This is an optimization exercise on Yosys and OpenROAD, whose aim is small area, a short achievable clock period and few clock cycles, not a production implementation.
Function was checked by simulation only, so behaviour that the tests miss may differ from the original.
No activity file was given, so power comes from the tool's default toggle rates.

**flow/design.v**
```verilog
module fsyn_calc (
    input             clk,
    input             rst,
    input             in_valid,
    output            in_ready,
    input      [31:0] in_freq,
    output            out_valid,
    output     [31:0] ms_a,
    output     [19:0] ms_b,
    output     [17:0] ms_p1,
    output     [19:0] ms_p2,
    output            ms_range_err,
    output            div_zero,
    output     [31:0] dds_word,
    output            dds_alias
);
    localparam [31:0] VCO_HZ = 32'd900000000;
    localparam [20:0] DDS_D  = 21'd1953125;           
    localparam [22:0] DDS_D2 = 23'd3906250;
    localparam [22:0] DDS_D3 = 23'd5859375;
    localparam [25:0] DDS_C  = 26'd976562;            
    localparam integer P     = 6;                     
    localparam integer NPRE  = P / 2;
    localparam [2:0] M_NORM = 3'd0, M_A = 3'd1, M_BINIT = 3'd2, M_B = 3'd3, M_DONE = 3'd4;
    reg         busy;
    reg  [31:0] f;
    reg         dz;
    reg         alias_r;
    reg  [2:0]  ms_st;
    reg         ms_done;
    reg  [5:0]  ms_j;
    reg  [31:0] ms_R;
    reg  [1:0]  ms_nb;
    reg  [29:0] Qa;
    reg  [19:0] Qb;
    reg  [10:0] p1_hi;
    reg         err_a, a_eq2048, b_zero;
    reg         d_run;
    reg  [5:0]  d_p;
    reg  [20:0] Rd;
    reg  [1:0]  d_nb;
    reg  [31:0] Qd;
    assign out_valid = busy & ms_done & ~d_run;
    assign in_ready  = ~busy | (ms_done & ~d_run);
    wire accept = in_valid & in_ready;
    function [1:0] vco_bits(input [5:0] j);
        vco_bits = {(j < 32) ? VCO_HZ[31 - j] : 1'b0, (j + 1 < 32) ? VCO_HZ[30 - j] : 1'b0};
    endfunction
    integer i;
    reg [5:0]  nm_j0;
    reg [31:0] nm_R0;
    always @(*) begin
        nm_j0 = 6'd0;
        for (i = 0; i < 32; i = i + 1)
            if (f[i]) nm_j0 = ((i + 2 > 32 ? 32 : i + 2) / 2) * 2;
        nm_R0 = VCO_HZ >> (6'd32 - nm_j0);
    end
    wire [33:0] ms_x  = {ms_R, ms_nb};
    wire [34:0] ms_d1 = {1'b0, ms_x} - {3'b000, f};
    wire [34:0] ms_d2 = {1'b0, ms_x} - {2'b00, f, 1'b0};
    wire [34:0] ms_ca = {1'b0, ms_x};
    wire [34:0] ms_cb = {3'b111, ~f};
    wire [34:0] ms_cc = {2'b11, ~f, 1'b1};
    wire [34:0] ms_cs = ms_ca ^ ms_cb ^ ms_cc;
    wire [34:0] ms_cy = (ms_ca & ms_cb) | (ms_ca & ms_cc) | (ms_cb & ms_cc);
    wire [34:0] ms_d3 = ms_cs - {~ms_cy[33:0], 1'b0};
    wire [1:0]  ms_q  = ~ms_d3[34] ? 2'd3 : ~ms_d2[34] ? 2'd2 : ~ms_d1[34] ? 2'd1 : 2'd0;
    wire [31:0] ms_Rn = ~ms_d3[34] ? ms_d3[31:0] : ~ms_d2[34] ? ms_d2[31:0] :
                        ~ms_d1[34] ? ms_d1[31:0] : ms_x[31:0];
    wire ms_last = (ms_j == 6'd30);
    wire [29:0] br    = ms_R[29:0];
    wire [9:0]  b_rh  = br[29:20];
    wire        bl_nz = |br[19:0];
    wire [29:0] b_t1  = br + {20'hFFFFF, ~b_rh};                  
    wire [29:0] b_t0  = (b_rh == 10'd0) ? 30'd0 : {b_rh - 10'd1, 20'd0 - {10'd0, b_rh}};
    wire [29:0] b_top = bl_nz ? b_t1 : b_t0;
    wire [19:0] b_low = ~br[19:0] + 20'd1;
    wire [22:0] d_x  = {Rd, d_nb};
    wire [23:0] d_d1 = {1'b0, d_x} - {3'b000, DDS_D};
    wire [23:0] d_d2 = {1'b0, d_x} - {1'b0, DDS_D2};
    wire [23:0] d_d3 = {1'b0, d_x} - {1'b0, DDS_D3};
    wire [1:0]  d_q  = ~d_d3[23] ? 2'd3 : ~d_d2[23] ? 2'd2 : ~d_d1[23] ? 2'd1 : 2'd0;
    wire [20:0] Rdn  = ~d_d3[23] ? d_d3[20:0] : ~d_d2[23] ? d_d2[20:0] :
                       ~d_d1[23] ? d_d1[20:0] : d_x[20:0];
    wire          in_long = |in_freq[31:27] | &in_freq[26:24];
    wire          d_pre   = (d_p < NPRE);
    wire [P+31:0] d_seq   = {f[5+P:0], DDS_C};
    wire [5:0]    d_pn    = d_p + 6'd1;
    wire [1:0]    d_nb_n  = d_seq[P+31-2*d_pn -: 2];
    always @(posedge clk) begin
        if (rst) begin
            busy <= 1'b0;
        end else if (accept) begin
            busy <= 1'b1;
        end else if (out_valid) begin
            busy <= 1'b0;
        end
    end
    always @(posedge clk) begin
        if (accept) begin
            f       <= in_freq;
            ms_st   <= M_NORM;
            ms_done <= 1'b0;
            d_run   <= 1'b1;
        end else begin
            case (ms_st)
                M_NORM: begin
                    ms_j  <= nm_j0;
                    ms_st <= (f == 32'd0) ? M_DONE : (nm_j0 == 6'd32) ? M_BINIT : M_A;
                    if (f == 32'd0) ms_done <= 1'b1;
                end
                M_A:     begin ms_j <= ms_j + 6'd2; if (ms_last) ms_st <= M_BINIT; end
                M_BINIT: begin ms_j <= 6'd12; ms_st <= M_B; end
                M_B:     begin
                    ms_j <= ms_j + 6'd2;
                    if (ms_last) begin ms_st <= M_DONE; ms_done <= 1'b1; end
                end
                default: ;
            endcase
            if (d_p == NPRE + 15) d_run <= 1'b0;
        end
    end
    always @(posedge clk) begin
        dz       <= (f == 32'd0);
        alias_r  <= (f > 32'd62500000);
        p1_hi    <= dz ? 11'd0 : Qa[10:0] - 11'd4;
        err_a    <= ~dz & (~|Qa[29:3] | (|Qa[29:11] & (Qa != 30'd2048)));
        a_eq2048 <= ~dz & (Qa == 30'd2048);
        case (ms_st)
            M_NORM:  begin ms_R <= nm_R0;           ms_nb <= vco_bits(nm_j0); end
            M_A:     begin ms_R <= ms_Rn;           ms_nb <= vco_bits(ms_j + 6'd2); end
            M_BINIT: begin ms_R <= {2'b00, b_top};  ms_nb <= b_low[19:18]; end
            default: begin ms_R <= ms_Rn;           ms_nb <= Qb[19:18]; end
        endcase
        if (accept) begin
            Rd   <= in_long ? in_freq[31:6+P] : in_freq[26:6];
            d_nb <= in_long ? in_freq[5+P -: 2] : in_freq[5 -: 2];
            d_p  <= in_long ? 6'd0 : NPRE;
        end else begin
            Rd   <= Rdn;
            d_nb <= d_nb_n;
            d_p  <= d_p + 6'd1;
        end
    end
    always @(posedge clk) begin
        begin
            case (ms_st)
                M_NORM: begin
                    Qa <= 30'd0;
                    Qb <= 20'd0;
                end
                M_A: Qa <= {Qa[27:0], ms_q};
                M_BINIT: begin
                    Qb     <= {b_low[17:0], 2'b00};
                    b_zero <= 1'b1;
                end
                M_B: begin
                    Qb     <= {Qb[17:0], ms_q};
                    b_zero <= b_zero & ~|ms_q;
                end
                default: ;
            endcase
            if (d_run && !d_pre) Qd <= {Qd[29:0], d_q};
        end
    end
    assign ms_a         = {2'b00, Qa};
    assign ms_b         = Qb;
    assign ms_p1        = {p1_hi, Qb[19:13]};
    assign ms_p2        = {Qb[12:0], Qb[19:13]};
    assign ms_range_err = err_a | (a_eq2048 & ~b_zero);
    assign div_zero     = dz;
    assign dds_word     = Qd;
    assign dds_alias    = alias_r;
endmodule
```
**flow/flow/run.sh**
```bash
#!/bin/bash
# Standard ORFS layout (the standard.sh, unchanged synthesis), with timing
# repair aiming at a setup slack of MARGIN ns against the design's own clock
# constraint, so the layout closes at a shorter achieved period.
set -euo pipefail
cd "$(dirname "$0")/.."
bash standard.sh SETUP_SLACK_MARGIN=6.2 finish > standard_flow.log 2>&1
```
**flow/standard.sh**
```bash
#!/bin/bash
# synth_recipe.tcl (not shown) runs the flow's synth.tcl, then flattens the netlist and writes it again
# the make line also repeats each setting of config.mk as NAME=value (left out here)
make -C /OpenROAD-flow-scripts/flow DESIGN_CONFIG=/design/flow/config.mk WORK_HOME=/design/flow/orfs CLKGATE_MAP_FILE= SYNTH_SCRIPT=/design/flow/synth_recipe.tcl "${@:-finish}"
```
**flow/config.mk**
```make
export PLATFORM = sky130hd
export DESIGN_NAME = fsyn_calc
export DESIGN_NICKNAME = fsyn_calc
export VERILOG_FILES = /design/flow/design.v
export SDC_FILE = /design/flow/constraint.sdc
export NUM_CORES = 4
export LEC_CHECK = 0
export ABC_CLOCK_PERIOD_IN_PS = 3500
export CAP_MARGIN = 20
export CORE_MARGIN = 2
export CORE_UTILIZATION = 60
export SLEW_MARGIN = 20
```
**flow/constraint.sdc**
```tcl
create_clock -name core_clock -period 10.0 [get_ports {clk}]
set_input_delay 2.0000 -clock core_clock [delete_from_list [all_inputs] [get_ports {clk}]]
set_output_delay 2.0000 -clock core_clock [all_outputs]
set_load 0.01 [all_outputs]
```
==> key figures, run 1 <==
Synthesis
  – Largest cells by area after synthesis: edfxtp_1 21%, dfxtp_1 9.6%, ha_1 9.1%
  – Register area share after synthesis: 30.3%
  – Post-Syn Area per Cell: 8.46 um2
  – Synth Instances: 2060
  – YS warnings: 1
  – Distinct cells, synth: 85
  – Main synth FF type: edfxtp_1
  – Mux share of post-synthesis cell area: 1.49%
  – Share of the synthesized area in the top cell type: 20.7%
  – Mapped cell area: 17400 um2
  – Compound-Gate Fraction of Synth Area: 24.3%
  – XOR/XNOR Fraction of Synth Area: 8.29%
  – EDFF count, synth: 120
  – Cell accounting for the most synthesized area: edfxtp_1
  – Largest family of logic cells by synthesized area: compound AO/OA/AOI/OAI gates
  – Synthesized flop and latch total: 204
  – Post-Synth Adder-Cell Area: 13.1%
  – Asr flop ratio synth: 0%
  – Post-Synth Simple-Gate Area: 17.3%

Floorplan
  – Die Ht: 174 um
  – Starting Density: 60.9%
  – Die footprint: 30400 um2
  – Row cnt: 62
  – Area of the core: 28600 um2
  – Die X-Extent: 174 um
  – Io pins: 162

Timing
  – Max Clock Freq: 254 MHz
  – Unrepaired setup endpoints after global routing: true
  – Final setup viols: 0
  – Worst Max-Slew Pin Slew: 0.939 ns
  – Tmin final: 3.93 ns
  – Fin. Hold Viols: 0
  – Period utilisation layout: 39.3%
  – Max-slew violations: 0
  – Setup TNS: 0 ns
  – Worst hold margin: 0.441 ns
  – Relative slew slack: 36.8%
  – Clock skew: 0.0118 ns

Worst setup path
  – Setup Crit Path Kind: flop to flop
  – Worst path required time: 10.48 ns
  – Kind of end point of the critical path: flop
  – Arr. time, crit path: 4.41 ns
  – Reg2Reg Setup Slack: 6.07 ns
  – CP Max Fanout: 7
  – Crit start category: flop

Finish
  – Share of cells above drive strength 1: 13.6%
  – Non-Filler Instances: 2641
  – # nets final: 2436
  – N_diodes: 0
  – Fillers: 2073
  – Cell area after layout: 21400 um2
  – Syn-to-layout area delta: 22.9%

Route
  – Wire per inst: 22.8 um
  – First DRT Iteration DRCs: 2362
  – Final WL: 60300 um
  – Vias per cell: 6.63
  – Post-route ant nets: 0
  – Residual DRC: 0
  – First drt pass iteration count: 7
  – Via count: 17515

CTS
  – Root buffer cell: clkbuf_16
  – Worst-path clk slew: 0.06 ns
  – Clock Sinks: 204
  – CTS tree: built
  – Largest buffer count on any clock path: 3
  – Number of H-tree levels: 1
  – Worst-Skew Late Latency: 0.54 ns
  – Num CTS Buffers: 24

Placement
  – # port buffers: 159
  – Post-Place Cells: 2515
  – HPWL Detailed: 44500 um
  – GPL Wtd Cong: 1.08
  – Placed Area: 19100 um2

Global route
  – First-pass GRT wire length: 91200 um
  – Pin count of the biggest net entering global routing: 55
  – GR Util All Layers: 37.8%
  – Grt ovf: 0
  – Antenna violations before repair: 0
  – Vias in the first global route: 16490

Outcome
  – Status: timing/DRC/antenna clean

Worst hold path
  – Worst Hold Class: flop to flop

Power
  – Maximum VDD drop: 0.000241 V
  – P_leak: 8.44 nW
  – Power Density: 403 nW/um2

Job
  – Max Cap Viol: 0
[worst paths after layout]
kind                   start          endpoint  cells past startpoint
max           f[0]$_DFFE_PP_  ms_R[13]$_DFF_P_                     17
max reg2reg   f[0]$_DFFE_PP_  ms_R[13]$_DFF_P_                     17
min reg2reg  Qd[3]$_DFFE_PP_   Qd[5]$_DFFE_PP_                      0
min          Qd[3]$_DFFE_PP_   Qd[5]$_DFFE_PP_                      0
[worst max-delay path: stages (launching register included)]
cell,delay [ns]
edfxtp_1,0.42
buf_4,0.16
buf_4,0.14
nor2_4,0.09
o311a_1,0.22
o31ai_4,0.09
a2111oi_4,0.49
o31a_1,0.31
nand2b_4,0.18
ha_4,0.15
and3_4,0.18
ha_4,0.21
or3_4,0.43
nor2_4,0.16
and3_1,0.16
nor4_1,0.06
a221o_1,0.30
a21oi_2,0.11
[cells by family (layout without fill, tap and decap cells)]
family	count (synthesis)	in the layout
AOI/OAI and AO/OA	672	673
and+or+nand+nor	629	630
DFF	204	204
buffers and inverters	204	398
xor gates and xnor gates	165	165
adders and majority gates	162	162
muxes	23	23
other	1	2
[cells in the final DEF (no fill, tap or decap), types with 26 or more instances in the layout]
cell type,synthesis,final
fa_1,35,33
nor2_1,164,156
ha_1,127,116
a21o_1,53,53
a211oi_1,31,26
buf_4,29,75
nor3_1,43,36
dfxtp_1,84,67
a21oi_1,197,186
edfxtp_1,120,120
nand2_1,178,174
nand3_1,57,53
o21ai_0,158,146
inv_1,97,68
clkbuf_16,0,26
xnor2_1,99,98
and2_1,35,35
clkdlybuf4s50_1,0,157
o211ai_1,46,46
xor2_1,66,65
[flip-flops by register name, summed over array words and instances, names as in the netlist, 3 cells and up]
signal	flops
f	32
Qa	30
ms_st	3
Rd	21
ms_R	32
d_p	6
Qb	20
ms_j	5
Qd	32
p1_hi	11
[metal layers]
metal | up-vias | global-route usage (%) | share of wire, %
li1 | 7923 | - | -
met1 | 8239 | 49.0 | 39
met2 | 1120 | 61.0 | 45
met3 | 233 | 8.18 | 11
met4 | 0 | 16.4 | 5.2
met5 | - | 0 | 0
[layout make-up]
class                      instances  area, um2  share of cell area, %
clock buffer                      35        652                   3.04
tap                              384        480                   2.24
multi-input combinational       1655      12000                   56.0
inverter                          97        379                   1.77
clock inverter                     9        144                  0.671
timing repair buffer             257       2470                   11.5
sequential                       204       5310                   24.8
[repair_timing]
| action | CTS | global route |
|---|---|---|
| cloned | 2 | 3 |
| gates resized for setup | 111 | 110 |
| endpoints found under the hold margin | 0 | 0 |
| setup buffers | 40 | 37 |
| hold buffers | 0 | 0 |
| pin swaps | 25 | 61 |
| setup endpoints to repair | 85 | 58 |
[synth_stat cells, drive strengths merged, types with 25 or more instances]
library cell and number:
dfxtp 84, inv 97, clkbuf 62, ha 127, a21o 53, buf 45, nor2 166, a31oi 25
xor2 66, o211ai 46, fa 35, a21oi 197, nand3 57, nor3 44, nor2b 26, o21ai 166
nand2 178, xnor2 99, a211oi 31, and2 35, edfxtp 120
[metrics by stage]
| step | power (mW) | utilization [%] | setup WS [ns] |
|---|---|---|---|
| 6_report | 8.63 | 74.9 | 6.07 |
| 5_1_grt | 9.09 | 74.9 | 6.04 |
| 4_1_cts | 8.05 | 72.3 | 6.11 |
| 3_5_place_dp | 6.78 | 66.9 | 4.95 |
| 3_3_place_gp | 6.69 | 66.9 | 5.20 |
| 2_1_floorplan | 5.17 | - | 6.20 |
[report_power, final]
group	internal (mW)	total [mW]	switching, mW
combinational	2.53	5.88	3.34
sequential	1.33	1.85	0.522
clock	0.535	0.905	0.370
total	4.39	8.63	4.24
Testbench counts, summed over its fixed seeds: cycles 40,931.
==> run 2, diff against run 1 <==
==> flow/flow/run.sh (replaced) <==
#!/bin/bash
# Standard ORFS layout (the standard.sh, unchanged synthesis), with timing
# repair aiming at a setup slack of 6.6 ns against the design's own clock
# constraint, so the layout closes at a shorter achieved period, and with
# every input and output port buffered by a plain buf_1 (which repair may
# resize) instead of the delay buffer buffer_ports picks by default.
set -euo pipefail
cd "$(dirname "$0")/.."
bash standard.sh SETUP_SLACK_MARGIN=6.6 "BUFFER_PORTS_ARGS=-buffer_cell sky130_fd_sc_hd__buf_1" finish > standard_flow.log 2>&1
==> key figures, run 2 <==
Outcome
  – Status: timing/DRC/antenna clean

Floorplan
  – Io pins: 162
  – Row cnt: 62
  – Starting Density: 60.9%
  – Die X-Extent: 174 um
  – Die Ht: 174 um
  – Area of the core: 28600 um2
  – Die footprint: 30400 um2

Power
  – Total Power: 8.59 mW
  – Maximum VDD drop: 0.000231 V
  – Combinational power share: 68.7%
  – P_leak: 8.34 nW
  – Power Density: 405 nW/um2
  – Switching pwr: 4.33 mW
  – Sequential power share: 21.6%
  – Clock share of power: 9.7%
  – Pint: 4.26 mW
  – Net Sw Frac: 50.4%

Worst setup path
  – Max stage delay on crit path: 0.53 ns
  – Setup Crit Path Kind: flop to flop
  – R2R Path End: ms_R[19]$_DFF_P_
  – Worst path most repeated cell: o21ai_4
  – Origin of the critical flop-to-flop path: ms_R[3]$_DFF_P_
  – Reg2reg path depth: 14
  – Setup crit start: ms_R[3]$_DFF_P_
  – Arr. time, crit path: 4.27 ns
  – Crit start category: flop
  – Slowest CP cell: fa_2
  – Kind of end point of the critical path: flop
  – Worst path required time: 10.42 ns
  – CP Max Fanout: 8
  – Reg2Reg Setup Slack: 6.15 ns
  – Crit path cell chain: fa_2 > ha_4 > or2_2 > o221ai_2 > a21oi_2 > o21ai_1 > nand2b_1 > a311oi_4 > o21ai_4 > o21ai_4 > buf_12 > buf_6 > o211ai_1 > a211o_1

Timing
  – Max-slew violations: 0
  – Period utilisation layout: 38.5%
  – Setup TNS: 0 ns
  – Fin. Hold Viols: 0
  – Tmin final: 3.85 ns
  – Max Clock Freq: 259 MHz
  – Worst Max-Slew Pin Slew: 0.904 ns
  – Worst hold margin: 0.444 ns
  – Unrepaired setup endpoints after global routing: true
  – Relative slew slack: 39.2%
  – Final setup viols: 0
  – Clock skew: 0.0155 ns

Placement
  – Placed Area: 18300 um2
  – GPL Wtd Cong: 1.05
  – Post-Place Cells: 2515
  – # port buffers: 159
  – HPWL Detailed: 44000 um

Route
  – Via count: 17798
  – Residual DRC: 0
  – First DRT Iteration DRCs: 2004
  – Post-route ant nets: 0
  – Wire per inst: 22.9 um
  – Vias per cell: 6.61
  – Final WL: 61700 um
  – First drt pass iteration count: 6

CTS
  – Worst-path clk slew: 0.06 ns
  – CTS tree: built
  – Largest buffer count on any clock path: 3
  – Worst-Skew Late Latency: 0.54 ns
  – Number of H-tree levels: 1
  – Root buffer cell: clkbuf_16
  – CTS Hold Bufs: 0
  – Num CTS Buffers: 23
  – Clock Sinks: 204

Finish
  – Most frequent cells in the layout: 172 x a21oi_1, 166 x nand2_1, 158 x buf_1, 154 x nor2_1, 133 x o21ai_0
  – Non-Filler Instances: 2692
  – Leading registers by flop count: Qd (32), f (32), ms_R (32)
  – Cell area after layout: 21200 um2
  – # nets final: 2488
  – N_diodes: 0
  – Share of cells above drive strength 1: 18.1%
  – Most common cell after layout, fill and taps aside: a21oi_1
  – Syn-to-layout area delta: 21.6%

Synthesis
  – Main synth FF type: edfxtp_1
  – XOR/XNOR Fraction of Synth Area: 8.29%
  – List of most frequent post-synthesis cells: 197 x a21oi_1, 178 x nand2_1, 164 x nor2_1
  – YS warnings: 1
  – Mux share of post-synthesis cell area: 1.49%
  – Post-Syn Area per Cell: 8.46 um2
  – Post-Synth Adder-Cell Area: 13.1%
  – Largest family of logic cells by synthesized area: compound AO/OA/AOI/OAI gates
  – Most frequent cell after synthesis: a21oi_1
  – Asr flop ratio synth: 0%
  – Distinct cells, synth: 85
  – Synth Instances: 2060
  – Register area share after synthesis: 30.3%
  – EDFF count, synth: 120
  – Post-Synth Simple-Gate Area: 17.3%
  – Synthesized flop and latch total: 204
  – Share of the synthesized area in the top cell type: 20.7%
  – Cell accounting for the most synthesized area: edfxtp_1
  – Mapped cell area: 17400 um2
  – Compound-Gate Fraction of Synth Area: 24.3%
  – Largest cells by area after synthesis: edfxtp_1 21%, dfxtp_1 9.6%, ha_1 9.1%

Global route
  – Vias in the first global route: 16699
  – Antenna violations before repair: 0
  – Pin count of the biggest net entering global routing: 57
  – Grt ovf: 0
  – First-pass GRT wire length: 93400 um
  – GR Util All Layers: 39.1%

Worst hold path
  – Worst Hold Class: flop to flop
  – Worst Hold End: Qd[30]$_DFFE_PP_
  – Min-Delay Path Depth: 0
  – Worst Min Path Start: Qd[28]$_DFFE_PP_

Job
  – Max Cap Viol: 0
run 2: cell counts after synthesis:
No cell type changed its count.
run 2: repair_timing:
action                                  CTS  global route
resized for setup                       201            67
hold endpoints to repair                  0             0
cloned                                    5             0
setup buffers                            98            32
endpoints found under the setup margin   63            63
pin swaps                                79            42
run 2: critical path, delay by kind of cell, from the launching register on:
family	cells	cell delay (ns)
compound gates	8	1.63
fa+ha+maj	2	0.81
buf+inv	2	0.28
flops	1	0.52
simple gates	2	0.47
run 2: worst max-delay path by stage:
stage | to | cells after the start
finish | ms_R[19]$_DFF_P_ | 14
global route | ms_R[23]$_DFF_P_ | 18
CTS | ms_R[23]$_DFF_P_ | 17
detailed placement | ms_R[28]$_DFF_P_ | 13
global placement | ms_R[28]$_DFF_P_ | 14
floorplan | ms_R[13]$_DFF_P_ | 18
run 2: metrics by stage:
stage	utilization (%)	setup slack (ns)
3_3_place_gp	64.0	5.20
4_1_cts	72.4	6.25
6_report	74.1	6.15
5_1_grt	74.1	6.07
2_1_floorplan	-	6.46
3_5_place_dp	64.0	5.16
run 2: power by group through the flow:
stage	Sequential, mW	Clock (mW)	Combinational, mW
finish	1.85	0.835	5.91
CTS	1.82	0.838	5.48
global route	1.89	0.871	6.29
floorplan	1.69	0	3.57
detailed placement	1.82	0	4.71
global placement	1.80	0	4.66
run 2: per-layer routing:
| metal | share of wire, % | up-vias | track usage [%] |
|---|---|---|---|
| li1 | - | 8012 | - |
| met1 | 40 | 8463 | 51.3 |
| met2 | 45 | 1084 | 62.8 |
| met3 | 10 | 239 | 7.39 |
| met4 | 5.0 | 0 | 17.3 |
| met5 | 0 | - | 0 |
run 2: cell families after synthesis:
logic type | count (synthesis)
simple gates | 629
xor+xnor | 165
other cells | 1
mux | 23
flops | 204
buf+inv | 204
compound gates | 672
fa+ha+maj | 162
run 2: cell type report:
class                      count  area [um2]
inverter                      97         389
tap                          384         480
fill                        2147        7420
multi-input combinational   1655       12300
clock buffer                  31         626
sequential                   204        5320
timing repair buffer         310        1970
clock inverter                11         105
==> run 3, diff against run 2 <==
==> flow/flow/run.sh (replaced) <==
#!/bin/bash
# Standard ORFS layout (the standard.sh, unchanged synthesis), with timing
# repair aiming at a setup slack of 6.2 ns against the design's own clock
# constraint, so the layout closes at a shorter achieved period, and with
# every input and output port buffered by a plain buf_1 (which repair may
# resize) instead of the delay buffer buffer_ports picks by default.
set -euo pipefail
cd "$(dirname "$0")/.."
bash standard.sh SETUP_SLACK_MARGIN=6.2 "BUFFER_PORTS_ARGS=-buffer_cell sky130_fd_sc_hd__buf_1" finish > standard_flow.log 2>&1
--- a/flow/config.mk
+++ b/flow/config.mk
@@ -11,2 +11,3 @@
 export CORE_UTILIZATION = 60
+export CTS_BUF_LIST = sky130_fd_sc_hd__clkbuf_4 sky130_fd_sc_hd__clkbuf_8
 export SLEW_MARGIN = 20
==> key figures, run 3 <==
Synthesis
  – Compound-Gate Fraction of Synth Area: 24.3%
  – Mapped cell area: 17400 um2
  – List of most frequent post-synthesis cells: 197 x a21oi_1, 178 x nand2_1, 164 x nor2_1
  – EDFF count, synth: 120
  – Post-Synth Simple-Gate Area: 17.3%
  – Mux share of post-synthesis cell area: 1.49%
  – Post-Syn Area per Cell: 8.46 um2
  – Largest family of logic cells by synthesized area: compound AO/OA/AOI/OAI gates
  – YS warnings: 1
  – Synthesized flop and latch total: 204
  – Synth Instances: 2060
  – Distinct cells, synth: 85
  – Main synth FF type: edfxtp_1
  – Share of the synthesized area in the top cell type: 20.7%
  – Most frequent cell after synthesis: a21oi_1
  – Post-Synth Adder-Cell Area: 13.1%
  – Register area share after synthesis: 30.3%
  – XOR/XNOR Fraction of Synth Area: 8.29%
  – Asr flop ratio synth: 0%
  – Largest cells by area after synthesis: edfxtp_1 21%, dfxtp_1 9.6%, ha_1 9.1%
  – Cell accounting for the most synthesized area: edfxtp_1

Power
  – Total Power: 8.43 mW
  – Power Density: 409 nW/um2
  – Maximum VDD drop: 0.000201 V
  – P_leak: 8.11 nW

Finish
  – Leading registers by flop count: Qd (32), f (32), ms_R (32)
  – Share of cells above drive strength 1: 15.6%
  – # nets final: 2470
  – N_diodes: 0
  – Most frequent cells in the layout: 185 x a21oi_1, 172 x nand2_1, 159 x buf_1, 157 x nor2_1, 145 x o21ai_0
  – Syn-to-layout area delta: 18.2%
  – Most common cell after layout, fill and taps aside: a21oi_1

Route
  – Wire per inst: 22.7 um
  – Via count: 17512
  – First DRT Iteration DRCs: 1807
  – Final WL: 60900 um
  – Vias per cell: 6.53
  – Residual DRC: 0
  – Post-route ant nets: 0
  – First drt pass iteration count: 7

Floorplan
  – Area of the core: 28600 um2
  – Die Ht: 174 um
  – Io pins: 162
  – Die footprint: 30400 um2
  – Row cnt: 62
  – Die X-Extent: 174 um
  – Starting Density: 60.9%

Job
  – Max Cap Viol: 0

Timing
  – Relative slew slack: 36.5%
  – Clock skew: 0.0392 ns
  – Max-slew violations: 0
  – Tmin final: 3.97 ns
  – Max Clock Freq: 252 MHz
  – PnR worst setup slack: 6.03 ns
  – Worst Max-Slew Pin Slew: 0.944 ns
  – Final setup viols: 0
  – Fin. Hold Viols: 0
  – Setup TNS: 0 ns
  – Period utilisation layout: 39.7%
  – Unrepaired setup endpoints after global routing: true

Worst setup path
  – Buf/Inv on CP: 5
  – Crit start category: flop
  – Kind of end point of the critical path: flop
  – Setup Crit Path Kind: flop to flop
  – Worst path most repeated cell: o211ai_1
  – Crit path cell chain: buf_4 > ha_4 > inv_1 > fa_2 > a211oi_1 > o211ai_1 > nand4_1 > a31oi_4 > nand2_2 > o211ai_1 > clkbuf_16 > clkinvlp_4 > buf_12 > or3b_2 > nand3_1 > o211ai_1 > nand4_1
  – Arr. time, crit path: 4.48 ns
  – CP Max Fanout: 18
  – Max stage delay on crit path: 0.49 ns
  – Worst path required time: 10.51 ns
  – Slowest CP cell: or3b_2
  – Worst path top cell family by delay: compound AO/OA/AOI/OAI gates

Global route
  – Met3 Use GR: 8.60%
  – Antenna violations before repair: 1
  – Met2 Use GR: 60.4%
  – Vias in the first global route: 16163
  – Pin count of the biggest net entering global routing: 39
  – First-pass GRT wire length: 91400 um
  – Grt ovf: 0
  – Grt peak-use layer: met2
  – GR Util All Layers: 38.3%
  – Met1 GRT Util: 50.3%

Placement
  – Dpl ws: 5.03 ns
  – # port buffers: 159
  – GPL Wtd Cong: 1.05
  – HPWL Detailed: 43900 um

Outcome
  – Status: timing/DRC/antenna clean

CTS
  – Worst-path clk slew: 0.06 ns
  – Number of H-tree levels: 2
  – CTS tree: built
  – Root buffer cell: clkbuf_8
  – Largest buffer count on any clock path: 3
  – Worst-Skew Late Latency: 0.58 ns
  – Num CTS Buffers: 36
  – Clock Sinks: 204

Worst hold path
  – Worst Hold Class: flop to flop
[run 3: through the flow]
step | hold slack [ns] | area, um2 | util, % | instances
2_1_floorplan | 0.441 | 17500 | - | 2061
3_3_place_gp | 0.426 | 18200 | 63.5 | 2518
3_5_place_dp | 0.432 | 18200 | 63.5 | 2518
4_1_cts | 0.446 | 20000 | 69.8 | 2649
5_1_grt | 0.453 | 20600 | 72.0 | 2683
6_report | 0.446 | 20600 | 72.0 | 2683
[run 3: cells by family after synthesis]
logic type	count (synthesis)
mux	23
fa+ha+maj	162
flops	204
buf+inv	204
xor+xnor	165
simple gates	629
compound gates	672
other cells	1
[run 3: worst paths after layout]
| path | start | to | slack, ns | cells after the start |
|---|---|---|---|---|
| min | Qd[20]$_DFFE_PP_ | Qd[22]$_DFFE_PP_ | 0.45 | 0 |
| max | f[0]$_DFFE_PP_ | ms_R[15]$_DFF_P_ | 6.03 | 17 |
| min reg2reg | Qd[20]$_DFFE_PP_ | Qd[22]$_DFFE_PP_ | 0.45 | 0 |
| max reg2reg | f[0]$_DFFE_PP_ | ms_R[15]$_DFF_P_ | 6.03 | 17 |
[run 3: routing by layer]
layer  vias up  routed length [um]
li1       7968                   -
met1      8315               24400
met2       996               27100
met3       231                6160
met4         2                3230
met5         -                  13
[run 3: where the power goes]
group	internal [mW]	total [mW]	switching (mW)
clock network	0.471	0.852	0.380
logic	2.37	5.74	3.37
registers	1.33	1.84	0.511
total	4.17	8.43	4.26
[run 3: worst reg2reg max path: cells and delay by family (launching register included)]
kind	cells	cell delay [ns]
AOI/OAI and AO/OA	5	1.19
DFF	1	0.46
and+or+nand+nor	5	1.11
buffers and inverters	5	0.77
adders and majority gates	2	0.38
[run 3: cell type report]
type | count | area (um2)
fill | 2277 | 8010
multi-input combinational | 1655 | 12000
sequential | 204 | 5310
timing repair buffer | 279 | 1660
inverter | 97 | 384
clock buffer | 48 | 598
tap | 384 | 480
clock inverter | 16 | 165
[run 3: repair_timing]
action                                  in CTS  in global routing
endpoints found under the setup margin      47                 40
gates resized for setup                    139                 88
hold buffers                                 0                  0
setup buffers                               63                 33
pin swaps                                   38                 34
cloned                                       4                  1
==> run 4, diff against run 3 <==
--- a/flow/config.mk
+++ b/flow/config.mk
@@ -10,4 +10,3 @@
 export CORE_MARGIN = 2
-export CORE_UTILIZATION = 60
-export CTS_BUF_LIST = sky130_fd_sc_hd__clkbuf_4 sky130_fd_sc_hd__clkbuf_8
+export CORE_UTILIZATION = 52
 export SLEW_MARGIN = 20
==> key figures, run 4 <==
Timing
  – Period utilisation layout: 38.9%
  – Final setup viols: 0
  – Tmin final: 3.89 ns
  – Setup TNS: 0 ns
  – Max-slew violations: 0
  – Max Clock Freq: 257 MHz
  – Fin. Hold Viols: 0
  – Unrepaired setup endpoints after global routing: true
  – Relative slew slack: 34.7%
  – Worst Max-Slew Pin Slew: 0.971 ns
  – Clock skew: 0.0237 ns

Route
  – Met2 routed WL: 27800 um
  – Wire per inst: 22.5 um
  – First DRT Iteration DRCs: 1515
  – Highest Signal Layer: met4
  – Final WL: 61600 um
  – M1 WL: 26300 um
  – Vias per cell: 6.29
  – Met3 wire len: 4780 um
  – First drt pass iteration count: 9
  – Post-route ant nets: 0
  – Via count: 17213
  – Residual DRC: 0

Worst setup path
  – Crit start category: flop
  – Setup Crit Path Kind: flop to flop
  – Reg2Reg Setup Slack: 6.11 ns
  – R2R Path End: ms_R[15]$_DFF_P_
  – Setup crit start: f[0]$_DFFE_PP_
  – CP Max Fanout: 10
  – Origin of the critical flop-to-flop path: f[0]$_DFFE_PP_
  – Kind of end point of the critical path: flop
  – Reg2reg path depth: 17
  – Worst path required time: 10.50 ns
  – Arr. time, crit path: 4.39 ns

Power
  – Maximum VDD drop: 0.000190 V
  – P_leak: 8.16 nW
  – Power Density: 406 nW/um2

Finish
  – Share of cells above drive strength 1: 15.2%
  – Cell area after layout: 20800 um2
  – Multi-input logic area: 12000 um2
  – N_diodes: 0
  – Most common cell after layout, fill and taps aside: a21oi_1
  – Leading registers by flop count: Qd (32), f (32), ms_R (32)
  – Non-Filler Instances: 2737
  – Syn-to-layout area delta: 19.1%
  – Most frequent cells in the layout: 178 x a21oi_1, 173 x nand2_1, 159 x buf_1, 156 x nor2_1, 147 x o21ai_0
  – Register Area: 5310 um2
  – # nets final: 2468
  – Finished Core Util: 62.4%
  – Fillers: 3025

Placement
  – HPWL Detailed: 45500 um
  – Post-Place Cells: 2583
  – GPL Wtd Cong: 1.07
  – # port buffers: 159
  – Placed Area: 18300 um2

Floorplan
  – Io pins: 162
  – Die Ht: 187 um
  – Die X-Extent: 187 um
  – Area of the core: 33300 um2
  – Starting Density: 52.4%
  – Row cnt: 67
  – Die footprint: 35000 um2

Synthesis
  – Most frequent cell after synthesis: a21oi_1
  – YS warnings: 1
  – Mapped cell area: 17400 um2
  – Largest cells by area after synthesis: edfxtp_1 21%, dfxtp_1 9.6%, ha_1 9.1%
  – Register area share after synthesis: 30.3%
  – Post-Syn Area per Cell: 8.46 um2
  – EDFF count, synth: 120
  – Main synth FF type: edfxtp_1
  – Synthesized flop and latch total: 204
  – Share of the synthesized area in the top cell type: 20.7%
  – List of most frequent post-synthesis cells: 197 x a21oi_1, 178 x nand2_1, 164 x nor2_1
  – Distinct cells, synth: 85
  – Synth Instances: 2060
  – Asr flop ratio synth: 0%
  – Cell accounting for the most synthesized area: edfxtp_1

Global route
  – Antenna violations before repair: 0
  – Grt ovf: 0
  – First-pass GRT wire length: 92100 um
  – GR Util All Layers: 33.6%
  – Pin count of the biggest net entering global routing: 40
  – Vias in the first global route: 15834

Outcome
  – Status: timing/DRC/antenna clean

Worst hold path
  – Worst Min Path Start: Qd[19]$_DFFE_PP_
  – Min-Delay Path Depth: 0
  – Worst Hold Class: flop to flop
  – Worst Hold End: Qd[21]$_DFFE_PP_

CTS
  – Num CTS Buffers: 24
  – CTS Hold Bufs: 0
  – Clock Sinks: 204
  – Largest buffer count on any clock path: 3
  – Number of H-tree levels: 1
  – Root buffer cell: clkbuf_16
  – Worst-path clk slew: 0.06 ns
  – CTS tree: built
  – Worst-Skew Late Latency: 0.56 ns

Job
  – Max Cap Viol: 0
[run 4: cell count changes in the layout (fill, tap and decap cells not counted), moves of 3 or more]
cell,previous run,this run
clkbuf_8,38,2
clkbuf_16,1,26
buf_4,92,110
clkbuf_4,11,0
buf_6,19,10
a21oi_1,185,178
a21oi_2,11,17
clkbuf_1,0,6
ha_4,11,8
o21ai_1,13,10
[run 4: repair_timing]
action,in CTS,in global routing
cloned,4,3
pin swaps,31,68
endpoints found under the setup margin,39,51
setup buffers,55,48
gates resized for setup,115,107
endpoints found under the hold margin,0,0
[run 4: worst max path at each step]
| stage | cells past startpoint | slack [ns] | end |
|---|---|---|---|
| final | 17 | 6.11 | ms_R[15]$_DFF_P_ |
| after global routing | 16 | 6.02 | ms_R[13]$_DFF_P_ |
| after CTS | 13 | 6.15 | ms_R[9]$_DFF_P_ |
| after detailed placement | 14 | 4.90 | ms_R[13]$_DFF_P_ |
| after global placement | 14 | 4.95 | ms_R[13]$_DFF_P_ |
| after floorplan | 17 | 6.20 | ms_R[13]$_DFF_P_ |
[run 4: critical path: stages (launching register included)]
cell and delay (ns):
edfxtp_1 0.45, buf_6 0.16, ha_4 0.16, inv_2 0.05, fa_2 0.24, a211oi_4 0.08, o211ai_1 0.38, nand4_1 0.32
a31oi_4 0.35, nand2_2 0.08, o211ai_1 0.33, clkbuf_16 0.22, clkinvlp_4 0.11, buf_12 0.16, or3b_4 0.41, nand3_1 0.10
o211ai_1 0.11, nand4_1 0.09
[run 4: report_power, final]
part | total [mW] | leakage [nW] | switching, mW | internal, mW
sequential | 1.84 | 1.90 | 0.512 | 1.33
combinational | 5.71 | 5.88 | 3.36 | 2.35
clock | 0.886 | 0.376 | 0.376 | 0.510
[run 4: cell type report]
class,count,share of cell area (%)
clock inverters,12,0.614
repair buffers,289,8.35
flip-flops and latches,204,25.6
multi-input cells,1655,57.8
clock buffers,32,3.13
well taps,448,2.70
inverters,97,1.82
[run 4: metrics by stage]
stage	hold WS [ns]	setup slack, ns	total power [mW]
finish	0.445	6.11	8.43
global route	0.457	6.02	8.93
CTS	0.445	6.15	7.89
detailed placement	0.430	4.90	6.54
global placement	0.426	4.95	6.50
floorplan	0.441	6.20	5.17
[run 4: per-layer routing]
layer / up-vias / GRT usage (%)
li1: 7977 / -
met1: 8280 / 45.9
met2: 798 / 54.2
met3: 158 / 4.07
met4: 0 / 13.8
met5: - / 0
[run 4: cell families after synthesis]
family                     synth area share (%)
AOI/OAI and AO/OA                          24.3
xor gates and xnor gates                   8.29
adders and majority gates                  13.1
buffers and inverters                      5.12
DFF                                        30.3
muxes                                      1.49
other                                    0.0215
and+or+nand+nor                            17.3
==> run 5, diff against run 4 <==
--- a/flow/config.mk
+++ b/flow/config.mk
@@ -10,3 +10,3 @@
 export CORE_MARGIN = 2
-export CORE_UTILIZATION = 52
+export CORE_UTILIZATION = 60
 export SLEW_MARGIN = 20
==> key figures, run 5 <==
Synthesis
  – Register area share after synthesis: 30.3%
  – Cell accounting for the most synthesized area: edfxtp_1
  – Synthesized flop and latch total: 204
  – Largest family of logic cells by synthesized area: compound AO/OA/AOI/OAI gates
  – XOR/XNOR Fraction of Synth Area: 8.29%
  – List of most frequent post-synthesis cells: 197 x a21oi_1, 178 x nand2_1, 164 x nor2_1
  – Largest cells by area after synthesis: edfxtp_1 21%, dfxtp_1 9.6%, ha_1 9.1%
  – Asr flop ratio synth: 0%
  – Mapped cell area: 17400 um2
  – Post-Synth Simple-Gate Area: 17.3%
  – Share of the synthesized area in the top cell type: 20.7%
  – Synth Instances: 2060
  – Post-Synth Adder-Cell Area: 13.1%
  – EDFF count, synth: 120
  – Most frequent cell after synthesis: a21oi_1
  – Post-Syn Area per Cell: 8.46 um2
  – Distinct cells, synth: 85
  – Compound-Gate Fraction of Synth Area: 24.3%
  – YS warnings: 1
  – Mux share of post-synthesis cell area: 1.49%
  – Main synth FF type: edfxtp_1

Power
  – Power Density: 412 nW/um2
  – Net Sw Frac: 50.2%
  – Maximum VDD drop: 0.000231 V
  – Sequential power share: 21.6%
  – Clock share of power: 10.8%
  – Combinational power share: 67.7%
  – P_leak: 8.18 nW
  – Pint: 4.25 mW
  – Switching pwr: 4.29 mW
  – Total Power: 8.54 mW

Job
  – Max Cap Viol: 0

Floorplan
  – Die footprint: 30400 um2
  – Die Ht: 174 um
  – Io pins: 162
  – Area of the core: 28600 um2
  – Row cnt: 62
  – Die X-Extent: 174 um
  – Starting Density: 60.9%

CTS
  – Root buffer cell: clkbuf_16
  – CTS Hold Bufs: 0
  – Worst-path clk slew: 0.07 ns
  – Num CTS Buffers: 24
  – Worst-Skew Late Latency: 0.55 ns
  – CTS tree: built
  – Largest buffer count on any clock path: 3
  – Clock Sinks: 204
  – Number of H-tree levels: 1

Global route
  – First-pass GRT wire length: 92000 um
  – Pin count of the biggest net entering global routing: 39
  – Vias in the first global route: 16062
  – Antenna violations before repair: 0
  – GR Util All Layers: 38.6%
  – Grt ovf: 0

Placement
  – # port buffers: 159
  – Dpl ws: 5.03 ns
  – Placed Area: 18200 um2
  – GPL Wtd Cong: 1.05
  – HPWL Detailed: 43900 um

Worst setup path
  – Kind of end point of the critical path: flop
  – CP Max Fanout: 5
  – Worst path required time: 10.49 ns
  – Crit start category: flop
  – Setup Crit Path Kind: flop to flop
  – Arr. time, crit path: 4.40 ns
  – Reg2reg path depth: 15
  – Reg2Reg Setup Slack: 6.09 ns

Timing
  – Max-slew violations: 0
  – Final setup viols: 0
  – Setup TNS: 0 ns
  – Clock skew: 0.0135 ns
  – Relative slew slack: 36.3%
  – Fin. Hold Viols: 0
  – Tmin final: 3.91 ns
  – Period utilisation layout: 39.1%
  – Max Clock Freq: 256 MHz
  – Worst Max-Slew Pin Slew: 0.947 ns
  – Unrepaired setup endpoints after global routing: true
  – PnR worst setup slack: 6.09 ns

Worst hold path
  – Min-Delay Path Depth: 0
  – Worst Hold Class: flop to flop

Route
  – Vias per cell: 6.52
  – First DRT Iteration DRCs: 1790
  – Via count: 17476
  – Post-route ant nets: 0
  – Residual DRC: 0
  – Final WL: 61500 um
  – Wire per inst: 23.0 um
  – First drt pass iteration count: 8

Finish
  – Finished Core Util: 72.4%
  – Register Area: 5310 um2
  – # nets final: 2474
  – Cell area after layout: 20700 um2
  – Leading registers by flop count: Qd (32), f (32), ms_R (32)
  – Most frequent cells in the layout: 185 x a21oi_1, 173 x nand2_1, 159 x buf_1, 157 x nor2_1, 147 x o21ai_0
  – N_diodes: 0
  – Multi-input logic area: 12000 um2
  – Share of cells above drive strength 1: 15.4%
  – Syn-to-layout area delta: 18.8%
  – Most common cell after layout, fill and taps aside: a21oi_1
  – Fillers: 2270

Outcome
  – Status: timing/DRC/antenna clean
[run 5: cell counts after synthesis]
No cell type changed its count.
[run 5: timing repair]
action,4_1_cts,5_1_grt
cloned,4,1
buffers inserted,67,45
resized for setup,120,98
pin swaps,31,61
setup endpoints to repair,47,37
[run 5: final timing paths]
check / start / endpoint
worst max register to register: f[9]$_DFFE_PP_ / ms_R[0]$_DFF_P_
worst min-delay path: Qd[7]$_DFFE_PP_ / Qd[9]$_DFFE_PP_
worst max-delay path: f[9]$_DFFE_PP_ / ms_R[0]$_DFF_P_
worst min register to register: Qd[7]$_DFFE_PP_ / Qd[9]$_DFFE_PP_
[run 5: critical path, cell delays in order (launching register included)]
cell,delay (ns)
edfxtp_1,0.44
inv_2,0.16
fa_1,0.44
ha_1,0.28
a211o_1,0.33
o221ai_2,0.16
a21oi_1,0.09
o21ai_1,0.17
nand2b_1,0.18
a311oi_2,0.37
o21ai_2,0.18
buf_4,0.18
o21a_4,0.23
a21oi_4,0.16
mux2i_1,0.27
o32a_1,0.20
[run 5: cell families (layout without fill, tap and decap cells)]
family / count (synthesis) / after routing
XOR/XNOR: 165 / 165
adder cells (fa/ha/maj): 162 / 162
buffers and inverters: 204 / 436
AO/OA/AOI/OAI: 672 / 674
other: 1 / 2
multiplexers: 23 / 23
AND/OR/NAND/NOR: 629 / 629
flip-flops: 204 / 204
[run 5: power groups by stage]
| stage | Sequential (mW) | Clock [mW] | Combinational [mW] |
|---|---|---|---|
| 2_1_floorplan | 1.69 | 0 | 3.47 |
| 3_3_place_gp | 1.80 | 0 | 4.62 |
| 3_5_place_dp | 1.82 | 0 | 4.67 |
| 4_1_cts | 1.82 | 0.922 | 5.20 |
| 5_1_grt | 1.88 | 0.953 | 6.19 |
| 6_report | 1.84 | 0.920 | 5.78 |
[run 5: metal layers]
| layer | vias to the layer above | global-route usage (%) | share of wire (%) | routed length, um |
|---|---|---|---|---|
| li1 | 7988 | - | - | - |
| met4 | 0 | 17.0 | 5.5 | 3370 |
| met5 | - | 0 | 0 | 0 |
| met2 | 1003 | 61.8 | 45 | 27700 |
| met3 | 220 | 8.36 | 10 | 6290 |
| met1 | 8265 | 50.2 | 39 | 24100 |
[run 5: layout make-up]
class / instances / share of cell area, %
multi-input combinational: 1655 / 57.8
sequential: 204 / 25.6
timing repair buffer: 295 / 8.50
clock buffer: 30 / 3.10
tap: 384 / 2.32
inverter: 97 / 1.85
clock inverter: 14 / 0.815
[run 5: stage by stage]
step                cells  hold slack [ns]
floorplan            2061            0.441
global placement     2518            0.426
detailed placement   2518            0.432
CTS                  2633            0.444
global route         2679            0.455
finish               2679            0.447
==> run 6, diff against run 5 <==
--- a/flow/config.mk
+++ b/flow/config.mk
@@ -7,3 +7,3 @@
 export LEC_CHECK = 0
-export ABC_CLOCK_PERIOD_IN_PS = 3500
+export ABC_CLOCK_PERIOD_IN_PS = 2500
 export CAP_MARGIN = 20
==> key figures, run 6 <==
Finish
  – Register Area: 5310 um2
  – Leading registers by flop count: Qd (32), f (32), ms_R (32)
  – N_diodes: 0
  – Cell area after layout: 20700 um2
  – # nets final: 2474
  – Most frequent cells in the layout: 185 x a21oi_1, 173 x nand2_1, 159 x buf_1, 157 x nor2_1, 147 x o21ai_0
  – Syn-to-layout area delta: 18.8%
  – Share of cells above drive strength 1: 15.4%
  – Fillers: 2270
  – Multi-input logic area: 12000 um2
  – Most common cell after layout, fill and taps aside: a21oi_1

Worst setup path
  – Kind of end point of the critical path: flop
  – Crit path cell chain: inv_2 > fa_1 > ha_1 > a211o_1 > o221ai_2 > a21oi_1 > o21ai_1 > nand2b_1 > a311oi_2 > o21ai_2 > buf_4 > o21a_4 > a21oi_4 > mux2i_1 > o32a_1
  – Max stage delay on crit path: 0.44 ns
  – Setup Crit Path Kind: flop to flop
  – Worst path required time: 10.49 ns
  – CP Max Fanout: 5
  – Crit start category: flop
  – Arr. time, crit path: 4.40 ns
  – Slowest CP cell: edfxtp_1

Placement
  – GPL Wtd Cong: 1.05
  – Dpl ws: 5.03 ns
  – # port buffers: 159
  – Placed Area: 18200 um2
  – HPWL Detailed: 43900 um

Synthesis
  – Mapped cell area: 17400 um2
  – YS warnings: 1
  – Distinct cells, synth: 85
  – Most frequent cell after synthesis: a21oi_1
  – Largest cells by area after synthesis: edfxtp_1 21%, dfxtp_1 9.6%, ha_1 9.1%
  – Post-Syn Area per Cell: 8.46 um2
  – Register area share after synthesis: 30.3%
  – List of most frequent post-synthesis cells: 197 x a21oi_1, 178 x nand2_1, 164 x nor2_1
  – EDFF count, synth: 120
  – Synthesized flop and latch total: 204
  – Synth Instances: 2060
  – Main synth FF type: edfxtp_1
  – Share of the synthesized area in the top cell type: 20.7%
  – Cell accounting for the most synthesized area: edfxtp_1
  – Asr flop ratio synth: 0%

Power
  – Pint: 4.25 mW
  – Combinational power share: 67.7%
  – Net Sw Frac: 50.2%
  – Sequential power share: 21.6%
  – P_leak: 8.18 nW
  – Switching pwr: 4.29 mW
  – Power Density: 412 nW/um2
  – Maximum VDD drop: 0.000231 V
  – Clock share of power: 10.8%

Floorplan
  – Row cnt: 62
  – Io pins: 162
  – Starting Density: 60.9%
  – Die footprint: 30400 um2
  – Die X-Extent: 174 um
  – Die Ht: 174 um
  – Area of the core: 28600 um2

Route
  – Vias per cell: 6.52
  – Final WL: 61500 um
  – First DRT Iteration DRCs: 1790
  – First drt pass iteration count: 8
  – Wire per inst: 23.0 um
  – Residual DRC: 0
  – Via count: 17476
  – Post-route ant nets: 0

Timing
  – Worst Max-Slew Pin Slew: 0.947 ns
  – Clock skew: 0.0135 ns
  – Max Clock Freq: 256 MHz
  – Final setup viols: 0
  – Period utilisation layout: 39.1%
  – Tmin final: 3.91 ns
  – Unrepaired setup endpoints after global routing: true
  – PnR worst setup slack: 6.09 ns
  – Max-slew violations: 0
  – Fin. Hold Viols: 0
  – Relative slew slack: 36.3%
  – Setup TNS: 0 ns

CTS
  – CTS tree: built
  – Clock Sinks: 204
  – Worst-path clk slew: 0.07 ns
  – Num CTS Buffers: 24
  – Worst-Skew Late Latency: 0.55 ns
  – Root buffer cell: clkbuf_16
  – Number of H-tree levels: 1
  – Largest buffer count on any clock path: 3

Global route
  – Grt ovf: 0
  – Antenna violations before repair: 0
  – Pin count of the biggest net entering global routing: 39
  – GR Util All Layers: 38.6%
  – Vias in the first global route: 16062
  – First-pass GRT wire length: 92000 um

Job
  – Max Cap Viol: 0

Worst hold path
  – Worst Hold Class: flop to flop

Outcome
  – Status: timing/DRC/antenna clean
## run 6: cell counts in the layout (fill, tap and decap cells not counted)
No cell type changed its count.
## run 6: area by class of cell
| class | count | area share, % |
|---|---|---|
| Sequential cell | 204 | 25.6 |
| Timing Repair Buffer | 295 | 8.50 |
| Multi-Input combinational cell | 1655 | 57.8 |
| Tap cell | 384 | 2.32 |
| Inverter | 97 | 1.85 |
| Clock inverter | 14 | 0.815 |
| Clock buffer | 30 | 3.10 |
## run 6: per-stage QoR
stage / util [%] / power, mW / cells / hold slack (ns)
detailed placement: 63.5 / 6.49 / 2518 / 0.432
floorplan: - / 5.17 / 2061 / 0.441
global route: 72.4 / 9.02 / 2679 / 0.455
finish: 72.4 / 8.54 / 2679 / 0.447
global placement: 63.5 / 6.42 / 2518 / 0.426
CTS: 69.8 / 7.94 / 2633 / 0.444
## run 6: worst max-delay path, delay by kind of cell (launching register included)
| family | cells | cell delay, ns |
|---|---|---|
| AO/OA/AOI/OAI | 9 | 1.89 |
| adder cells (fa/ha/maj) | 2 | 0.72 |
| flip-flops | 1 | 0.44 |
| buffers and inverters | 2 | 0.34 |
| multiplexers | 1 | 0.27 |
| AND/OR/NAND/NOR | 1 | 0.18 |
## run 6: cells by family after synthesis
kind of cell               after synthesis  share of synthesized area (%)
AOI/OAI and AO/OA                      672                           24.3
xor gates and xnor gates               165                           8.29
adders and majority gates              162                           13.1
buffers and inverters                  204                           5.12
DFF                                    204                           30.3
muxes                                   23                           1.49
other                                    1                         0.0215
and+or+nand+nor                        629                           17.3
## run 6: what timing repair did
item | 4_1_cts | 5_1_grt
buffers inserted | 67 | 45
endpoints found under the setup margin | 47 | 37
hold buffers | 0 | 0
pin swaps | 31 | 61
cloned | 4 | 1
gates resized for setup | 120 | 98
## run 6: final timing paths
| check | cells after the start | slack [ns] | start | end |
|---|---|---|---|---|
| setup / recovery | 15 | 6.09 | f[9]$_DFFE_PP_ | ms_R[0]$_DFF_P_ |
| hold / removal | 0 | 0.45 | Qd[7]$_DFFE_PP_ | Qd[9]$_DFFE_PP_ |
| setup reg to reg | 15 | 6.09 | f[9]$_DFFE_PP_ | ms_R[0]$_DFF_P_ |
| hold reg to reg | 0 | 0.45 | Qd[7]$_DFFE_PP_ | Qd[9]$_DFFE_PP_ |
## run 6: metal layers
layer	share of wire (%)	vias to the layer above	wire [um]	GRT usage [%]
met4	5.5	0	3370	17.0
li1	-	7988	-	-
met3	10	220	6290	8.36
met1	39	8265	24100	50.2
met2	45	1003	27700	61.8
met5	0	-	0	0
## run 6: power by group through the flow
stage	logic (mW)	registers, mW	clock network, mW
floorplan	3.47	1.69	0
global placement	4.62	1.80	0
detailed placement	4.67	1.82	0
CTS	5.20	1.82	0.922
global route	6.19	1.88	0.953
finish	5.78	1.84	0.920
==> run 7, diff against run 6 <==
--- a/flow/config.mk
+++ b/flow/config.mk
@@ -7,3 +7,3 @@
 export LEC_CHECK = 0
-export ABC_CLOCK_PERIOD_IN_PS = 2500
+export ABC_CLOCK_PERIOD_IN_PS = 6000
 export CAP_MARGIN = 20
==> key figures, run 7 <==
Global route
  – Pin count of the biggest net entering global routing: 39
  – Grt ovf: 0
  – Antenna violations before repair: 0
  – GR Util All Layers: 38.6%
  – Vias in the first global route: 16062
  – First-pass GRT wire length: 92000 um

Timing
  – Relative slew slack: 36.3%
  – Worst Max-Slew Pin Slew: 0.947 ns
  – Unrepaired setup endpoints after global routing: true
  – Max-slew violations: 0
  – Tmin final: 3.91 ns
  – Fin. Hold Viols: 0
  – Final setup viols: 0
  – Clock skew: 0.0135 ns
  – Max Clock Freq: 256 MHz
  – Setup TNS: 0 ns
  – Period utilisation layout: 39.1%

Power
  – Maximum VDD drop: 0.000231 V
  – Pint: 4.25 mW
  – P_leak: 8.18 nW
  – Combinational power share: 67.7%
  – Net Sw Frac: 50.2%
  – Power Density: 412 nW/um2
  – Switching pwr: 4.29 mW
  – Clock share of power: 10.8%
  – Sequential power share: 21.6%

Synthesis
  – List of most frequent post-synthesis cells: 197 x a21oi_1, 178 x nand2_1, 164 x nor2_1
  – Distinct cells, synth: 85
  – Cell accounting for the most synthesized area: edfxtp_1
  – Asr flop ratio synth: 0%
  – Synth Instances: 2060
  – Synthesized flop and latch total: 204
  – Most frequent cell after synthesis: a21oi_1
  – Main synth FF type: edfxtp_1
  – Register area share after synthesis: 30.3%
  – EDFF count, synth: 120
  – Post-Syn Area per Cell: 8.46 um2
  – Mapped cell area: 17400 um2
  – YS warnings: 1
  – Largest cells by area after synthesis: edfxtp_1 21%, dfxtp_1 9.6%, ha_1 9.1%
  – Share of the synthesized area in the top cell type: 20.7%

Route
  – Vias per cell: 6.52
  – Wire per inst: 23.0 um
  – Post-route ant nets: 0
  – Final WL: 61500 um
  – Residual DRC: 0
  – Via count: 17476
  – First drt pass iteration count: 8
  – First DRT Iteration DRCs: 1790

Finish
  – N_diodes: 0
  – Non-Filler Instances: 2679
  – Leading registers by flop count: Qd (32), f (32), ms_R (32)
  – # nets final: 2474
  – Most common cell after layout, fill and taps aside: a21oi_1
  – Syn-to-layout area delta: 18.8%
  – Share of cells above drive strength 1: 15.4%
  – Most frequent cells in the layout: 185 x a21oi_1, 173 x nand2_1, 159 x buf_1, 157 x nor2_1, 147 x o21ai_0

Worst setup path
  – Slowest CP cell: edfxtp_1
  – Reg2Reg Setup Slack: 6.09 ns
  – Origin of the critical flop-to-flop path: f[9]$_DFFE_PP_
  – Arr. time, crit path: 4.40 ns
  – Kind of end point of the critical path: flop
  – Setup Crit Path Kind: flop to flop
  – Max stage delay on crit path: 0.44 ns
  – Setup crit start: f[9]$_DFFE_PP_
  – Crit path to: ms_R[0]$_DFF_P_
  – Reg2reg path depth: 15
  – Worst path required time: 10.49 ns
  – CP Max Fanout: 5
  – R2R Path End: ms_R[0]$_DFF_P_
  – Crit path cell chain: inv_2 > fa_1 > ha_1 > a211o_1 > o221ai_2 > a21oi_1 > o21ai_1 > nand2b_1 > a311oi_2 > o21ai_2 > buf_4 > o21a_4 > a21oi_4 > mux2i_1 > o32a_1
  – Crit start category: flop

Worst hold path
  – Worst Hold Class: flop to flop

CTS
  – CTS tree: built
  – Worst-path clk slew: 0.07 ns
  – Number of H-tree levels: 1
  – Clock Sinks: 204
  – Root buffer cell: clkbuf_16
  – Largest buffer count on any clock path: 3
  – Worst-Skew Late Latency: 0.55 ns
  – Num CTS Buffers: 24

Floorplan
  – Die X-Extent: 174 um
  – Starting Density: 60.9%
  – Io pins: 162
  – Row cnt: 62
  – Area of the core: 28600 um2
  – Die footprint: 30400 um2
  – Die Ht: 174 um

Outcome
  – Status: timing/DRC/antenna clean

Placement
  – GPL Wtd Cong: 1.05
  – Post-Place Cells: 2518
  – # port buffers: 159
  – HPWL Detailed: 43900 um

Job
  – Max Cap Viol: 0
run 7: final cells by class:
type                            instances  area [um2]
Fill cell                            2270        7900
Clock inverter                         14         169
Timing Repair Buffer                  295        1760
Tap cell                              384         480
Multi-Input combinational cell       1655       12000
Clock buffer                           30         643
Inverter                               97         384
Sequential cell                       204        5310
run 7: repair_timing:
| item | 4_1_cts | 5_1_grt |
|---|---|---|
| setup endpoints to repair | 47 | 37 |
| buffers inserted | 67 | 45 |
| gates resized for setup | 120 | 98 |
| hold buffers | 0 | 0 |
| cloned | 4 | 1 |
| pin swaps | 31 | 61 |
run 7: cell families (layout without fill, tap and decap cells):
family | after synthesis | after routing | share of synthesized area (%)
compound gates | 672 | 674 | 24.3
fa+ha+maj | 162 | 162 | 13.1
other cells | 1 | 2 | 0.0215
flops | 204 | 204 | 30.3
xor+xnor | 165 | 165 | 8.29
simple gates | 629 | 629 | 17.3
buf+inv | 204 | 436 | 5.12
mux | 23 | 23 | 1.49
run 7: worst max-delay path, delay by kind of cell (launching register included):
family	cells	cell delay, ns
AO/OA/AOI/OAI	9	1.89
adder cells (fa/ha/maj)	2	0.72
buffers and inverters	2	0.34
flip-flops	1	0.44
multiplexers	1	0.27
AND/OR/NAND/NOR	1	0.18
run 7: power by group through the flow:
stage          combinational (mW)  sequential [mW]  clock, mW
2_1_floorplan                3.47             1.69          0
3_3_place_gp                 4.62             1.80          0
3_5_place_dp                 4.67             1.82          0
4_1_cts                      5.20             1.82      0.922
5_1_grt                      6.19             1.88      0.953
6_report                     5.78             1.84      0.920
run 7: through the flow:
stage	setup WS, ns	hold slack [ns]	area [um2]	util, %	total power, mW
2_1_floorplan	6.20	0.441	17500	-	5.17
3_3_place_gp	5.16	0.426	18200	63.5	6.42
3_5_place_dp	5.03	0.432	18200	63.5	6.49
4_1_cts	6.14	0.444	20000	69.8	7.94
5_1_grt	6.02	0.455	20700	72.4	9.02
6_report	6.09	0.447	20700	72.4	8.54
run 7: how the worst min path moves through the flow:
| stage | from | end | cells past startpoint |
|---|---|---|---|
| floorplan | ms_done$_SDFFE_PP0P_ | ms_done$_SDFFE_PP0P_ | 2 |
| global placement | Qd[8]$_DFFE_PP_ | Qd[10]$_DFFE_PP_ | 0 |
| detailed placement | Qd[20]$_DFFE_PP_ | Qd[22]$_DFFE_PP_ | 0 |
| CTS | Qd[8]$_DFFE_PP_ | Qd[10]$_DFFE_PP_ | 0 |
| global route | Qd[16]$_DFFE_PP_ | Qd[18]$_DFFE_PP_ | 0 |
| finish | Qd[7]$_DFFE_PP_ | Qd[9]$_DFFE_PP_ | 0 |
run 7: routing by layer:
metal,track usage [%],wire length [um],vias up,share of wire (%)
met4,17.0,3370,0,5.5
met2,61.8,27700,1003,45
li1,-,-,7988,-
met5,0,0,-,0
met3,8.36,6290,220,10
met1,50.2,24100,8265,39
==> run 8, diff against run 7 <==
==> flow/flow/run.sh (replaced) <==
#!/bin/bash
# Standard ORFS layout (the standard.sh, unchanged synthesis), with timing
# repair aiming at a setup slack of 5.8 ns against the design's own clock
# constraint, so the layout closes at a shorter achieved period, and with
# every input and output port buffered by a plain buf_1 (which repair may
# resize) instead of the delay buffer buffer_ports picks by default.
set -euo pipefail
cd "$(dirname "$0")/.."
bash standard.sh SETUP_SLACK_MARGIN=5.8 "BUFFER_PORTS_ARGS=-buffer_cell sky130_fd_sc_hd__buf_1" finish > standard_flow.log 2>&1
--- a/flow/config.mk
+++ b/flow/config.mk
@@ -7,3 +7,3 @@
 export LEC_CHECK = 0
-export ABC_CLOCK_PERIOD_IN_PS = 6000
+export ABC_CLOCK_PERIOD_IN_PS = 3500
 export CAP_MARGIN = 20
==> key figures, run 8 <==
Synthesis
  – Most frequent cell after synthesis: a21oi_1
  – Post-Syn Area per Cell: 8.46 um2
  – Main synth FF type: edfxtp_1
  – Largest cells by area after synthesis: edfxtp_1 21%, dfxtp_1 9.6%, ha_1 9.1%
  – Cell accounting for the most synthesized area: edfxtp_1
  – Share of the synthesized area in the top cell type: 20.7%
  – Distinct cells, synth: 85
  – Synth Instances: 2060
  – Synthesized flop and latch total: 204
  – Mapped cell area: 17400 um2
  – List of most frequent post-synthesis cells: 197 x a21oi_1, 178 x nand2_1, 164 x nor2_1
  – YS warnings: 1
  – EDFF count, synth: 120
  – Asr flop ratio synth: 0%
  – Register area share after synthesis: 30.3%

Finish
  – Finished Core Util: 68.6%
  – Share of cells above drive strength 1: 9.01%
  – Most frequent cells in the layout: 195 x a21oi_1, 175 x nand2_1, 159 x buf_1, 158 x o21ai_0, 157 x nor2_1
  – Most common cell after layout, fill and taps aside: a21oi_1
  – Leading registers by flop count: Qd (32), f (32), ms_R (32)
  – # nets final: 2399
  – Syn-to-layout area delta: 12.6%

Timing
  – Worst Max-Slew Pin Slew: 0.906 ns
  – PnR worst setup slack: 5.82 ns
  – Max Clock Freq: 239 MHz
  – Worst hold margin: 0.442 ns
  – Clock skew: 0.0153 ns
  – Fin. Hold Viols: 0
  – Setup TNS: 0 ns
  – Tmin final: 4.18 ns
  – Unrepaired setup endpoints after global routing: true
  – Relative slew slack: 38.9%
  – Max-slew violations: 0
  – Period utilisation layout: 41.8%
  – Final setup viols: 0

Floorplan
  – Row cnt: 62
  – Io pins: 162
  – Die footprint: 30400 um2
  – Starting Density: 60.9%
  – Die Ht: 174 um
  – Die X-Extent: 174 um
  – Area of the core: 28600 um2

CTS
  – Number of H-tree levels: 1
  – CTS tree: built
  – Root buffer cell: clkbuf_16
  – CTS Hold Bufs: 0
  – Worst-Skew Late Latency: 0.55 ns
  – Clock Sinks: 204
  – Worst-path clk slew: 0.06 ns
  – Num CTS Buffers: 24
  – Largest buffer count on any clock path: 3

Placement
  – HPWL Detailed: 43400 um
  – # port buffers: 159
  – GPL Wtd Cong: 1.05
  – Dpl ws: 5.05 ns

Power
  – P_leak: 7.76 nW
  – Clock share of power: 11.5%
  – Switching pwr: 3.99 mW
  – Pint: 3.87 mW
  – Total Power: 7.86 mW
  – Combinational power share: 65.2%
  – Power Density: 400 nW/um2
  – Maximum VDD drop: 0.000237 V
  – Net Sw Frac: 50.7%
  – Sequential power share: 23.4%

Worst setup path
  – Crit start category: flop
  – Setup crit start: f[0]$_DFFE_PP_
  – Setup Crit Path Kind: flop to flop
  – Slowest CP cell: or3_4
  – Max stage delay on crit path: 0.47 ns
  – CP Max Fanout: 9
  – Worst path required time: 10.47 ns
  – Reg2reg path depth: 16
  – Origin of the critical flop-to-flop path: f[0]$_DFFE_PP_
  – Kind of end point of the critical path: flop
  – Reg2Reg Setup Slack: 5.82 ns
  – Crit path cell chain: buf_4 > nor2_2 > o311a_1 > o31ai_4 > a2111oi_4 > o31a_1 > nand2b_2 > ha_2 > and3_1 > ha_1 > or3_4 > nor2_2 > and3_1 > nor4_1 > a221o_1 > a21oi_1
  – Worst path top cell family by delay: compound AO/OA/AOI/OAI gates
  – Arr. time, crit path: 4.65 ns
  – R2R Path End: ms_R[13]$_DFF_P_
  – Buf/Inv on CP: 1
  – CP Depth: 16
  – Crit path to: ms_R[13]$_DFF_P_

Route
  – Residual DRC: 0
  – Wire per inst: 22.3 um
  – Vias per cell: 6.48
  – First drt pass iteration count: 6
  – Post-route ant nets: 0
  – First DRT Iteration DRCs: 1671
  – Via count: 16875
  – Final WL: 58000 um

Global route
  – GR Util All Layers: 36.1%
  – Vias in the first global route: 15521
  – Grt ovf: 0
  – Antenna violations before repair: 2
  – First-pass GRT wire length: 86700 um
  – Pin count of the biggest net entering global routing: 42

Job
  – Max Cap Viol: 0

Outcome
  – Status: timing/DRC/antenna clean

Worst hold path
  – Worst Hold Class: flop to flop
[run 8: power groups by stage]
stage	Combinational [mW]	Sequential (mW)	Clock, mW
after floorplan	3.47	1.69	0
after global placement	4.59	1.81	0
after detailed placement	4.64	1.83	0
after CTS	4.81	1.81	0.904
after global routing	5.53	1.87	0.930
final	5.12	1.84	0.901
[run 8: final cells by class]
class	instances	area (um2)
multi-input combinational	1653	11500
fill	2411	9000
tap	384	480
inverter	97	367
antenna	1	2.50
clock inverter	18	176
timing repair buffer	222	1120
sequential	204	5300
clock buffer	26	629
[run 8: how the worst min path moves through the flow]
stage | start | endpoint | cells after the start
2_1_floorplan | ms_done$_SDFFE_PP0P_ | ms_done$_SDFFE_PP0P_ | 2
3_3_place_gp | Qd[10]$_DFFE_PP_ | Qd[12]$_DFFE_PP_ | 0
6_report | Qd[8]$_DFFE_PP_ | Qd[10]$_DFFE_PP_ | 0
5_1_grt | Qd[8]$_DFFE_PP_ | Qd[10]$_DFFE_PP_ | 0
4_1_cts | Qd[8]$_DFFE_PP_ | Qd[10]$_DFFE_PP_ | 0
3_5_place_dp | Qd[6]$_DFFE_PP_ | Qd[8]$_DFFE_PP_ | 0
[run 8: per-layer routing]
layer / track usage [%] / routed length, um / part of all wire, % / up-vias
li1: - / - / - / 7821
met1: 48.5 / 24000 / 41 / 8068
met2: 59.2 / 26500 / 46 / 830
met3: 5.64 / 5080 / 8.8 / 154
met4: 12.9 / 2400 / 4.1 / 2
met5: 0 / 13 / 0.022 / -
[run 8: logic make-up (layout without fill, tap and decap cells)]
group,after synthesis,after routing,share of synthesized area (%)
AO/OA/AOI/OAI,672,672,24.3
AND/OR/NAND/NOR,629,629,17.3
flip-flops,204,204,30.3
buffers and inverters,204,363,5.12
XOR/XNOR,165,165,8.29
adder cells (fa/ha/maj),162,162,13.1
multiplexers,23,23,1.49
other,1,3,0.0215
[run 8: through the flow]
| step | cells | area [um2] |
|---|---|---|
| 4_1_cts | 2571 | 19200 |
| 3_3_place_gp | 2516 | 18100 |
| 3_5_place_dp | 2517 | 18200 |
| 5_1_grt | 2605 | 19600 |
| 6_report | 2605 | 19600 |
| 2_1_floorplan | 2061 | 17400 |
[run 8: what timing repair did]
action / 4_1_cts / 5_1_grt
setup buffers: 10 / 30
endpoints found under the setup margin: 37 / 43
gates cloned: 0 / 3
pin swaps: 4 / 13
hold endpoints to repair: 0 / 0
resized for setup: 31 / 56

Check on run 8: ideal ports give 5.819 ns setup slack; a clkbuf_16 on the clock port and buf_2 on the inputs give 5.819 ns; moving port delays by the midpoint clock arrival (0.592 ns) as well gives 5.819 ns.
